Context: an optimization exercise on an open-source flow, tuned for small area, a short achievable clock period and few clock cycles per item. The choices shown serve that exercise and are no tape-out recipe.
In this exercise RTL edits were held to simulation tests only and were not proved equivalent to the original.
No activity file was given, so power comes from the tool's default toggle rates.

### design.v
module symbol_decoder (
    input  wire        clk,
    input  wire        rst,           
    input  wire        cfg_we,
    input  wire [6:0]  cfg_addr,      
    input  wire [15:0] cfg_data,
    input  wire        in_valid,
    output wire        in_ready,
    input  wire [63:0] in_cw,
    output reg         out_valid,
    output reg  [3:0]  out_result,    
    output reg  [15:0] out_syndrome,
    output reg  [63:0] out_cw,        
    output reg  [2:0]  out_tier,
    output reg  [3:0]  out_sym,
    output reg  [3:0]  out_mask,
    output reg  [47:0] out_msg
);
    localparam N    = 64;
    localparam R    = 16;
    localparam K    = N - R;
    localparam NSYM = N / 4;
    localparam [3:0] RES_NO_ERROR  = 4'd2;
    localparam [3:0] RES_CORRECTED = 4'd3;
    localparam [3:0] RES_DUE       = 4'd4;
    localparam [1:0] ST_IDLE = 2'd0;
    localparam [1:0] ST_SYN  = 2'd1;
    localparam [1:0] ST_SCAN = 2'd2;
    reg [R-1:0] col [0:N-1];
    reg         layout;
    always @(posedge clk) begin
        if (cfg_we && cfg_addr < 7'd64)
            col[cfg_addr[5:0]] <= cfg_data;
    end
    always @(posedge clk) begin
        if (rst)
            layout <= 1'b0;
        else if (cfg_we && cfg_addr == 7'd64)
            layout <= cfg_data[0];
    end
    function [3:0] tier_mask;
        input [2:0] tier;
        input [3:0] idx;
        begin
            case (tier)
                3'd1: tier_mask = 4'b0001 << idx[1:0];
                3'd2: tier_mask = 4'hF;
                3'd3: case (idx[1:0])
                          2'd0: tier_mask = 4'h7;
                          2'd1: tier_mask = 4'hB;
                          2'd2: tier_mask = 4'hD;
                          default: tier_mask = 4'hE;
                      endcase
                default: case (idx)
                          4'd0: tier_mask = 4'h3;
                          4'd1: tier_mask = 4'h5;
                          4'd2: tier_mask = 4'h9;
                          4'd3: tier_mask = 4'h6;
                          4'd4: tier_mask = 4'hA;
                          default: tier_mask = 4'hC;
                      endcase
            endcase
        end
    endfunction
    function [3:0] tier_last;
        input [2:0] tier;
        begin
            case (tier)
                3'd1: tier_last = 4'd3;
                3'd2: tier_last = 4'd0;
                3'd3: tier_last = 4'd3;
                default: tier_last = 4'd5;
            endcase
        end
    endfunction
    function [K-1:0] msg_of;
        input [N-1:0] v;
        input         lay;
        begin
            msg_of = lay ? v[K-1:0] : v[N-1:R];
        end
    endfunction
    reg [1:0]   state;
    reg [N-1:0] cw;
    reg [R-1:0] syn;
    reg [2:0]   tier;
    reg [3:0]   sym;
    reg [3:0]   idx;
    assign in_ready = (state == ST_IDLE);
    reg [R-1:0] syn_calc;
    integer j;
    always @(*) begin
        syn_calc = {R{1'b0}};
        for (j = 0; j < N; j = j + 1)
            if (cw[j])
                syn_calc = syn_calc ^ col[j];
    end
    wire [3:0]   cur_mask = tier_mask(tier, idx);
    reg  [R-1:0] trial_syn;
    integer b;
    always @(*) begin
        trial_syn = {R{1'b0}};
        for (b = 0; b < 4; b = b + 1)
            if (cur_mask[b])
                trial_syn = trial_syn ^ col[{sym, b[1:0]}];
    end
    wire         hit      = (trial_syn == syn);
    wire [N-1:0] flip     = {{(N-4){1'b0}}, cur_mask} << {sym, 2'b00};
    wire         last_idx = (idx == tier_last(tier));
    wire         last_sym = (sym == NSYM - 1);
    always @(posedge clk) begin
        if (rst) begin
            state     <= ST_IDLE;
            out_valid <= 1'b0;
        end else begin
            out_valid <= 1'b0;
            case (state)
                ST_IDLE: begin
                    if (in_valid) begin
                        cw    <= in_cw;
                        state <= ST_SYN;
                    end
                end
                ST_SYN: begin
                    syn  <= syn_calc;
                    tier <= 3'd1;
                    sym  <= 4'd0;
                    idx  <= 4'd0;
                    if (syn_calc == {R{1'b0}}) begin
                        out_valid    <= 1'b1;
                        out_result   <= RES_NO_ERROR;
                        out_syndrome <= syn_calc;
                        out_cw       <= cw;
                        out_tier     <= 3'd0;
                        out_sym      <= 4'd0;
                        out_mask     <= 4'd0;
                        out_msg      <= msg_of(cw, layout);
                        state        <= ST_IDLE;
                    end else begin
                        state <= ST_SCAN;
                    end
                end
                ST_SCAN: begin
                    if (hit) begin
                        out_valid    <= 1'b1;
                        out_result   <= RES_CORRECTED;
                        out_syndrome <= syn;
                        out_cw       <= cw ^ flip;
                        out_tier     <= tier;
                        out_sym      <= sym;
                        out_mask     <= cur_mask;
                        out_msg      <= msg_of(cw ^ flip, layout);
                        state        <= ST_IDLE;
                    end else if (last_idx && last_sym && tier == 3'd4) begin
                        out_valid    <= 1'b1;
                        out_result   <= RES_DUE;
                        out_syndrome <= syn;
                        out_cw       <= cw;
                        out_tier     <= 3'd0;
                        out_sym      <= 4'd0;
                        out_mask     <= 4'd0;
                        out_msg      <= {K{1'b0}};
                        state        <= ST_IDLE;
                    end else if (last_idx && last_sym) begin
                        tier <= tier + 3'd1;
                        sym  <= 4'd0;
                        idx  <= 4'd0;
                    end else if (last_idx) begin
                        sym  <= sym + 4'd1;
                        idx  <= 4'd0;
                    end else begin
                        idx  <= idx + 4'd1;
                    end
                end
                default: state <= ST_IDLE;
            endcase
        end
    end
endmodule
### run.sh
#!/bin/bash
# synth_recipe.tcl (not shown) runs the flow's synth.tcl, then flattens the netlist and writes it again
# the make line also repeats each setting of config.mk as NAME=value (left out here)
make -C /OpenROAD-flow-scripts/flow DESIGN_CONFIG=/design/flow/config.mk WORK_HOME=/design/flow/orfs CLKGATE_MAP_FILE= SYNTH_SCRIPT=/design/flow/synth_recipe.tcl finish
### constraint.sdc
create_clock -name core_clock -period 8.0 [get_ports {clk}]
set_input_delay 1.6000 -clock core_clock [delete_from_list [all_inputs] [get_ports {clk}]]
set_output_delay 1.6000 -clock core_clock [all_outputs]
set_load 0.01 [all_outputs]
### config.mk
export PLATFORM = sky130hd
export DESIGN_NAME = symbol_decoder
export DESIGN_NICKNAME = symbol_decoder
export VERILOG_FILES = /design/flow/design.v
export SDC_FILE = /design/flow/constraint.sdc
export NUM_CORES = 4
export LEC_CHECK = 0
export CAP_MARGIN = 20
export CORE_MARGIN = 2
export CORE_UTILIZATION = 30
export SLEW_MARGIN = 20
==> out/qor.yml <==
place:
  io_buffers: 234
  gp_congestion: 0.986
  dp.final_hpwl_mm: 195
  place_ws_ns: 1.40
cts:
  cts-root-buf: "clkbuf_16"
  clock_latency_ns: 0.83
  cts_hold_buf: 0
  cts.clk_slew.worst_paths_ns: 0.06
  cts_tree: "built"
  htree_levels: 4
  clk_path_buf_depth: 3
  cts.sinks: 1265
  cts-buffers-inserted: 138
  post-cts-setup-buffers: 0
  postCtsResizedCells: 0
worst_hold_path:
  hold_path.class: "flip-flop to flip-flop"
global_route:
  antenna_found_initial: 24
  grt_overflow: 0
  grt_pass1_vias: 44945
  grt_max_degree: 84
  grtUsageTotal_pct: 26.7
  grt_first_pass_wirelength_mm: 398
logic_synthesis:
  async_reset_ff_share_pct: 0
  yosysSeqAreaShare_pct: 58.0
  syn_inst: 4949
  synth_edf_count: 1257
  ys.flop_type: "edfxtp_1"
  synth.net_count: 5053
  syn-cell-area_mm2: 0.0653
  avgSynthCellArea_um2: 13.2
  synth_seq_cells: 1265
  yosysUniqueCellTypes: 69
  ys_warn_count: 1
worst_setup_path:
  cp-end-kind: "flip-flop"
  crit_arrival_ns: 7.42
  crit_chain: "ha_1, ha_1, nor2b_1, a2111oi_1, a31o_2, buf_4, or4_1, a21oi_1, o21ai_0, nand4_1, nor4_2, a21oi_1, nor3b_4, buf_12"
  max_stage_delay_ns: 0.95
  crit_path_start_kind: "flip-flop"
  worstPathMaxFanout: 60
  slowest_stage: "nor3b_4"
  required_ns: 8.46
  crit_type: "flip-flop to flip-flop"
timing:
  relSlewSlack_pct: 12.2
  worst-slew-pin-transition_ns: 1.31
  finClkSkew_ns: 0.0433
  setup_viol: 0
  setup_slack_ns: 1.04
  max_freq_mhz: 144
  rsz0062_at_grt: "no"
  fin_tns_setup_ns: 0
  hold_violations: 0
  fin_crit_ns: 6.96
  drv_slew: 0
  fin_crit_sh_pct: 87.0
drt:
  drc: 0
  drt_pass1_iterations: 7
  vias_per_cell: 5.84
  drt_iter0_drc: 9926
  ant_nets: 0
  totalWireLength_mm: 305
  vias: 48064
  wl_per_cell_um: 37.0
final_layout:
  fin_nets: 5340
  syn2layout_area_growth_pct: 17.0
  regArea_mm2: 0.0379
  multi_input_area_mm2: 0.0263
  fill_cells: 20984
  drive_gt1_share_pct: 15.3
die:
  die_width_um: 471
  rows: 171
  ios: 236
  core-area_mm2: 0.217
  start_util_pct: 30.2
  die-height_um: 471
  die_area_mm2: 0.222
run_status:
  status: "finished clean"
power:
  power.density_mw_per_mm2: 232
  ir_drop_uv: 182
  power_leakage_nw: 24.2
run:
  maxCapViolations: 0
## metrics by stage
| step | hold WS, ns | area, um2 | instances | util, % | total power [W] |
|---|---|---|---|---|---|
| after floorplan | 0.464 | 65400 | 4949 | - | 0.00961 |
| after global placement | 0.494 | 71700 | 7943 | 33.1 | 0.0111 |
| after detailed placement | 0.519 | 71800 | 7949 | 33.1 | 0.0111 |
| after CTS | 0.526 | 76400 | 8201 | 35.2 | 0.0176 |
| after global routing | 0.573 | 76400 | 8204 | 35.3 | 0.0180 |
| final | 0.533 | 76500 | 8229 | 35.3 | 0.0177 |
## state kept, by name, summed over array words and instances (netlist names), named ones only
register,flops
state,2
out_sym,4
out_msg,48
out_mask,4
out_cw,64
out_result,3
layout,1
out_syndrome,16
cw,64
syn,16
col,1024
idx,4
sym,4
tier,3
out_tier,3
out_valid,1
## critical path, delay by kind of cell (launching register included)
family	cells	cell delay, ns
AOI/OAI and AO/OA	5	2.25
adders and majority gates	2	0.47
buffers and inverters	2	0.75
DFF	1	0.47
and+or+nand+nor	5	2.63
## power by group
part           internal [W]  total (W)  switching, W
Combinational       0.00123    0.00336       0.00214
Sequential          0.00753    0.00773      0.000193
Clock               0.00371    0.00662       0.00292
## path summary, 6_finish.rpt
| path | start | cells after the start | to | slack, ns |
|---|---|---|---|---|
| min | state[1]$_SDFFE_PP0P_ | 2 | state[1]$_SDFFE_PP0P_ | 0.53 |
| max | tier[1]$_SDFFCE_PN0P_ | 14 | out_cw[18]$_DFFE_PP_ | 1.04 |
| max reg2reg | tier[1]$_SDFFCE_PN0P_ | 14 | out_cw[18]$_DFFE_PP_ | 1.04 |
| min reg2reg | state[1]$_SDFFE_PP0P_ | 2 | state[1]$_SDFFE_PP0P_ | 0.53 |
## synthesized netlist by cell type (all sizes together), types with 5 or more instances
master	number	area share [%]
edfxtp	1257	58
nand2	1118	6.4
xnor2	895	12
xor2	275	3.7
mux4	262	9.0
clkbuf	172	0.99
nor2	162	0.95
buf	117	1.4
mux2i	106	1.6
nand3	96	0.74
a21oi	58	0.44
o21ai	51	0.39
a211oi	44	0.51
nor2b	29	0.28
mux2	25	0.43
a22oi	24	0.28
inv	23	0.13
nor3	21	0.16
o22ai	21	0.20
and2	20	0.19
o2111ai	19	0.25
ha	13	0.25
nand2b	12	0.11
o211ai	9	0.10
or3b	9	0.12
and3	8	0.077
dfxtp	8	0.25
nand3b	8	0.092
or3	8	0.077
or4	8	0.092
nand4	7	0.067
nor4	6	0.057
xnor3	6	0.21
o31ai	5	0.057
or2	5	0.048
## routing by layer
metal | wire length, um | share of wire (%) | global-route usage [%]
met2 | 124000 | 41 | 36.8
met1 | 108000 | 35 | 34.7
met3 | 53500 | 18 | 11.5
met5 | 127 | 0.042 | 0
met4 | 19100 | 6.3 | 15.2
## layout make-up
cell class / instances / area share, %
well taps: 2854 / 4.67
diodes: 27 / 0.0884
multi-input cells: 3372 / 34.4
repair buffers: 436 / 5.18
clock buffers: 156 / 4.70
clock inverters: 96 / 1.24
inverters: 23 / 0.113
flip-flops and latches: 1265 / 49.6
## cell usage in the layout (no fill, tap or decap), drive strengths merged, types with 12 or more instances in the layout
master	Yosys	routed
inv	23	31
nor3	21	21
buf	117	217
diode	0	27
clkinv	0	68
edfxtp	1257	1257
o22ai	21	21
a22oi	24	24
mux2i	106	106
nand2	1118	1118
a211oi	44	44
o21ai	51	51
xnor2	895	895
xor2	275	275
nor2b	29	29
clkdlybuf4s50	0	218
clkbuf	172	157
a21oi	58	58
bufinv	0	14
o2111ai	19	19
nand3	96	96
nand2b	12	12
nor2	162	162
mux2	25	25
and2	20	20
ha	13	13
mux4	262	262
## cell families after synthesis
logic type      count (synthesis)  synth area share, %
simple gates                 1525                 9.58
flops                        1265                 58.0
xor+xnor                     1176                 15.9
mux                           393                 11.1
buf+inv                       312                 2.49
compound gates                264                 2.69
fa+ha+maj                      13                0.249
other cells                     1              0.00574
Testbench counts, summed over its fixed seeds: cycles 236,270, items 3,200.

[afterwards: timing with drivers on the ports]
In the flow no input, the clock included, has a driving cell. The finished layout below was timed again as built, in two steps.
Step 1, drivers: a clkbuf_16 drives clk and a buf_2 each remaining input, both assumed.
Step 2 times the ports against the registers' clock, not the clock port: input delays grow and output delays shrink by t, the midpoint of the rising clock arrivals with the driver on.
Slacks: ideal ports / drivers / drivers and shift; pairs: ideal ports / drivers.
t, ns: 0.897
slack for setup (ns): 1.039 / 1.039 / 1.039
hold WS [ns]: 0.533 / 0.533 / 0.533
clock arrival spread, ns: 0.044 / 0.044
After both steps setup and hold are still met in this run. The setup slack of this run moves by 0.000 ns with the drivers and by 0.000 ns with both steps.
